Context: an optimization exercise on an open-source flow, tuned for small area, a short achievable clock period and few clock cycles per item. The choices shown serve that exercise and are no tape-out recipe. The RTL was checked by simulation tests, not by an equivalence proof against the original design. No activity file was given, so power comes from the tool's default toggle rates.

Setup of willow:
==> flow/design.v (excerpt) <==
module pga16 (
    input  wire        clk,
    input  wire        rst,           
    input  wire        host_we,
    input  wire [3:0]  host_addr,
    input  wire [31:0] host_wdata,
    output reg  [31:0] host_rdata,
    output wire        mem_valid,
    output wire        mem_we,
    output wire [31:0] mem_addr,
    output wire [7:0]  mem_wdata,
    input  wire        mem_ready,
    input  wire [7:0]  mem_rdata,
    input  wire        mem_err
);
    localparam RN_BUF_BASE = 4'd0;
    localparam RN_BUF_LEN  = 4'd1;
    localparam RN_GAIN     = 4'd2;
    localparam RN_CTRL     = 4'd3;
    localparam RN_CMD      = 4'd4;
    localparam RN_STATUS   = 4'd5;
    localparam RN_PROGRESS = 4'd6;
    localparam ERR_ILLEGAL_CMD = 3'd1;
    localparam ERR_NULL_BUFFER = 3'd2;
    localparam ERR_GAIN_INF    = 3'd3;
    localparam ERR_ADDR_RANGE  = 3'd4;
    localparam ERR_MEM_FAULT   = 3'd5;
    reg [31:0] buf_base;
    reg [31:0] buf_len;
    reg [31:0] gain;
    reg        buf_valid;
    reg        st_busy, st_done, st_err, st_odd;
    reg [2:0]  st_errcode;
    reg [30:0] idx;
    reg [31:0] ad;                    
    reg [30:0] w_nwin;
    reg        w_sg;                  
    reg [23:0] w_m;                   
    reg [5:0]  w_sh;                  
    reg        act;                   
    reg [1:0]  ph;                    
    reg [39:0] pr;                    
    always @* begin
        case (host_addr)
            RN_BUF_BASE: host_rdata = buf_base;
            RN_BUF_LEN:  host_rdata = buf_len;
            RN_GAIN:     host_rdata = gain;
            RN_CTRL:     host_rdata = {31'd0, buf_valid};
            RN_STATUS:   host_rdata = {24'd0, 1'b0, st_errcode, st_odd, st_err, st_done, st_busy};
            RN_PROGRESS: host_rdata = {1'b0, idx};
            default:     host_rdata = 32'd0;
        endcase
    end
    wire        cmd_wr    = host_we && (host_addr == RN_CMD) && !st_busy;
    wire        stat_wr   = host_we && (host_addr == RN_STATUS);
    wire        range_bad = over_2_32(buf_base, buf_len);
    reg  [2:0]  cmd_code;             
    always @* begin
        if (host_wdata != 32'h0000_0001)
  ...
For scale: ~2300 cells after synthesis, ~20000 sq um of cells after synthesis.
clock: 33.0 ns
lec_check: 0
abc_area: 1
cap_margin: 20
core_margin: 2
core_utilization: 40
cts_buf_list: sky130_fd_sc_hd__clkbuf_16
cts_cluster_diameter: 80
cts_cluster_size: 20
slew_margin: 20
standard.sh (not shown) runs the stock make flow with config.mk's settings and CLKGATE_MAP_FILE= SYNTH_SCRIPT=/design/flow/synth_recipe.tcl, a recipe that flattens the netlist after the stock synthesis.
==> flow/flow/run.sh <==
#!/bin/bash
# The standard layout (standard.sh), with these changes to how it is made:
#  - the port buffers are buf_2 cells instead of the default delay-buffer cell;
#  - repair_timing works with a setup margin, so that it shortens the longest
#    paths although the 33 ns clock leaves them slack.
# The make output goes to make_finish.log in this folder; ORFS keeps each
# step's log under orfs/logs.
set -euo pipefail
work=$PWD
rm -rf "$work/scripts"
cp -r "$FLOW_HOME/scripts" "$work/scripts"
cp "$work/flow/abc_area.script" "$work/scripts/abc_area.script"
bash standard.sh SCRIPTS_DIR="$work/scripts" \
    BUFFER_PORTS_ARGS="-buffer_cell sky130_fd_sc_hd__buf_2" \
    SETUP_SLACK_MARGIN=18.5 finish > make_finish.log 2>&1
==> flow/flow/abc_area.script <==
strash
dch
map -a
strash
dch
map -a
strash
dch
map -a
topo
stime -c
buffer -c
upsize -c
dnsize -c
Testbench counts of willow, summed over its fixed seeds: cycles 36,384, windows 8,872.
### willow -> zinc
- CTS_CLUSTER_SIZE: 20 -> unset
- CTS_CLUSTER_DIAMETER: 80 -> unset
- CTS_BUF_LIST: sky130_fd_sc_hd__clkbuf_16 -> unset
==> flow/flow/run.sh <==
#!/bin/bash
# The standard layout, with two changes to how it is made:
#  - the port buffers are buf_2 cells instead of the default delay-buffer cell;
#  - repair_timing works with a setup margin, so that it shortens the longest
#    paths although the 33 ns clock leaves them slack.
# The make output goes to make_finish.log in this folder; ORFS keeps each
# step's log under orfs/logs.
set -euo pipefail
bash standard.sh BUFFER_PORTS_ARGS="-buffer_cell sky130_fd_sc_hd__buf_2" \
    SETUP_SLACK_MARGIN=19 finish > make_finish.log 2>&1
removed: flow/flow/abc_area.script
Findings:
- Re placed instance area: willow was lower than zinc.
- [compare] base=willow new=zinc: shortest period the worst path allows shrank by 0.095 ns, internal portion of total power grew by 6.2%.
- Summary: worst hold slack, zinc worse than willow
- Reported net switching power for zinc is lower than for willow.
- Utilization after layout in zinc vs willow: up 2.7 points
### zinc -> maple
- putting CTS_CLUSTER_SIZE at 16 where nothing was set
- putting CTS_CLUSTER_DIAMETER at 80 where nothing was set
- putting CTS_BUF_LIST at sky130_fd_sc_hd__clkbuf_8 where nothing was set
==> flow/flow/run.sh <==
#!/bin/bash
# The standard layout (standard.sh), with these changes to how it is made:
#  - the port buffers are buf_2 cells instead of the default delay-buffer cell;
#  - repair_timing works with a setup margin, so that it shortens the longest
#    paths although the 33 ns clock leaves them slack.
# The make output goes to make_finish.log in this folder; ORFS keeps each
# step's log under orfs/logs.
set -euo pipefail
work=$PWD
rm -rf "$work/scripts"
cp -r "$FLOW_HOME/scripts" "$work/scripts"
cp "$work/flow/abc_area.script" "$work/scripts/abc_area.script"
bash standard.sh SCRIPTS_DIR="$work/scripts" \
    BUFFER_PORTS_ARGS="-buffer_cell sky130_fd_sc_hd__buf_2" \
    SETUP_SLACK_MARGIN=18.5 finish > make_finish.log 2>&1
==> flow/flow/abc_area.script (new file) <==
strash
dch
map -a
strash
dch
map -a
strash
dch
map -a
topo
stime -c
buffer -c
upsize -c
dnsize -c
Findings:
[compare] base=zinc new=maple: final total power lower; maximum cell stage delay along the critical path shows no meaningful change; post-CTS resize count lower; worst setup slack after layout now sits lower; tightest hold margin rose 0.010 ns. zinc has a higher post-synthesis cell area than maple.
Changes in lagoon relative to maple:
- changing CTS_CLUSTER_DIAMETER from 80 to 60
- changing CORE_UTILIZATION from 40 to 55
- changing CTS_CLUSTER_SIZE from 16 to 12
### Flow results
lagoon against maple: share of total power consumed by net switching shows a reduction of 0.43 points, total power shows an increase of 5.6%, pin slew with the least headroom to its limit shows an increase of 0.18 ns, buffer count from post-CTS setup fixing shows a reduction of 5. Compared with maple, lagoon shows layout filler cell count that has gone down by more than a quarter. On lagoon: core occupancy in the finished layout is 16 points higher than what maple gave. In the reports for maple and lagoon, the larger routed wire length belongs to maple. Of the two values seen for critical path launch point, host_addr[3] was produced by lagoon and host_addr[2] by maple. [lagoon] global routing usage summed across all routing layers rose 8.7 points relative to maple. For fmax, maple and lagoon come out practically identical.
Here is what was changed in the inputs of umber compared with lagoon.
- a change of CTS_CLUSTER_SIZE from 12 to 30
- a deleted CTS_CLUSTER_DIAMETER that had been 60
- a change of CORE_UTILIZATION from 55 to 40
--- a/flow/flow/run.sh
+++ b/flow/flow/run.sh
@@ -14,2 +14,2 @@
     BUFFER_PORTS_ARGS="-buffer_cell sky130_fd_sc_hd__buf_2" \
-    SETUP_SLACK_MARGIN=18.5 finish > make_finish.log 2>&1
+    SETUP_SLACK_MARGIN=18.0 finish > make_finish.log 2>&1
Results
umber completed; timing, DRC and antenna clean
When umber is set beside lagoon, its combinational power share turns out to be 3.7 points smaller.
In the flow results for umber and lagoon, the largest net degree at the start of global routing is larger on umber.
Diff lagoon -> umber: area growth from synthesis to layout now larger; number of nets in the finished design comparable; number of signal-net buffers in the layout now smaller; count of clock-buffer cells in the layout now larger.
Re initial antenna violation count: umber is 2 up on lagoon.
What ember does differently from umber at the input level:
- CTS_CLUSTER_DIAMETER: unset -> 120
- CTS_BUF_LIST: sky130_fd_sc_hd__clkbuf_8 -> sky130_fd_sc_hd__clkbuf_16
--- a/flow/flow/run.sh
+++ b/flow/flow/run.sh
@@ -14,2 +14,2 @@
     BUFFER_PORTS_ARGS="-buffer_cell sky130_fd_sc_hd__buf_2" \
-    SETUP_SLACK_MARGIN=18.0 finish > make_finish.log 2>&1
+    SETUP_SLACK_MARGIN=18.5 finish > make_finish.log 2>&1
--- outcome ---
ember: fraction of the cycle the final worst path needs is 1.0 points lower than what umber reported.
Cmp ember vs umber: post-detailed-route via-to-cell ratio higher in ember
Diff umber -> ember: ratio of cells with drive above 1 in the final layout now sits higher, post-CTS setup-driven buffer insertion count now larger.
Number of rows created at floorplan: umber vs ember identical
Comparing umber with ember, the global-route wire length before repair came out essentially unchanged.
Comparing umber and ember, the higher share of total power in the clock network is on umber.

==> static timing again, ports no longer ideal <==
The results above use ideal ports. As a check the final layouts listed here were re-extracted and re-timed, cells and wires unchanged.
Step 1 (the two cells are an assumption about what drives the block):
set clk [get_ports {clk}]
set_driving_cell -lib_cell sky130_fd_sc_hd__clkbuf_16 $clk
set_driving_cell -lib_cell sky130_fd_sc_hd__buf_2 [delete_from_list [all_inputs] $clk]
Step 2, shift: input delay + t, output delay - t, t = (earliest + latest rising clock arrival at the registers) / 2. This alone moves slack from input paths to output paths.
a / b / c = no drivers / after step 1 / after step 2; a / b = the first two.
run	shift t [ns]	setup slack, ns	worst setup path at the end	cell pins on the clock port's net
willow	0.636	18.503 / 18.458 / 18.458	input to output	1
zinc	0.603	18.598 / 18.541 / 18.541	input to output	1
maple	0.697	18.498 / 18.444 / 18.444	input to output	1
lagoon	0.662	18.486 / 18.463 / 18.463	input to output	1
umber	0.686	18.132 / 18.087 / 18.087	input to output	1
ember	0.591	18.474 / 18.424 / 18.424	input to output	1
After both steps every run listed still meets setup and hold. The setup slack of zinc, which loses most, moves by -0.057 ns with the drivers and by -0.057 ns with both steps.
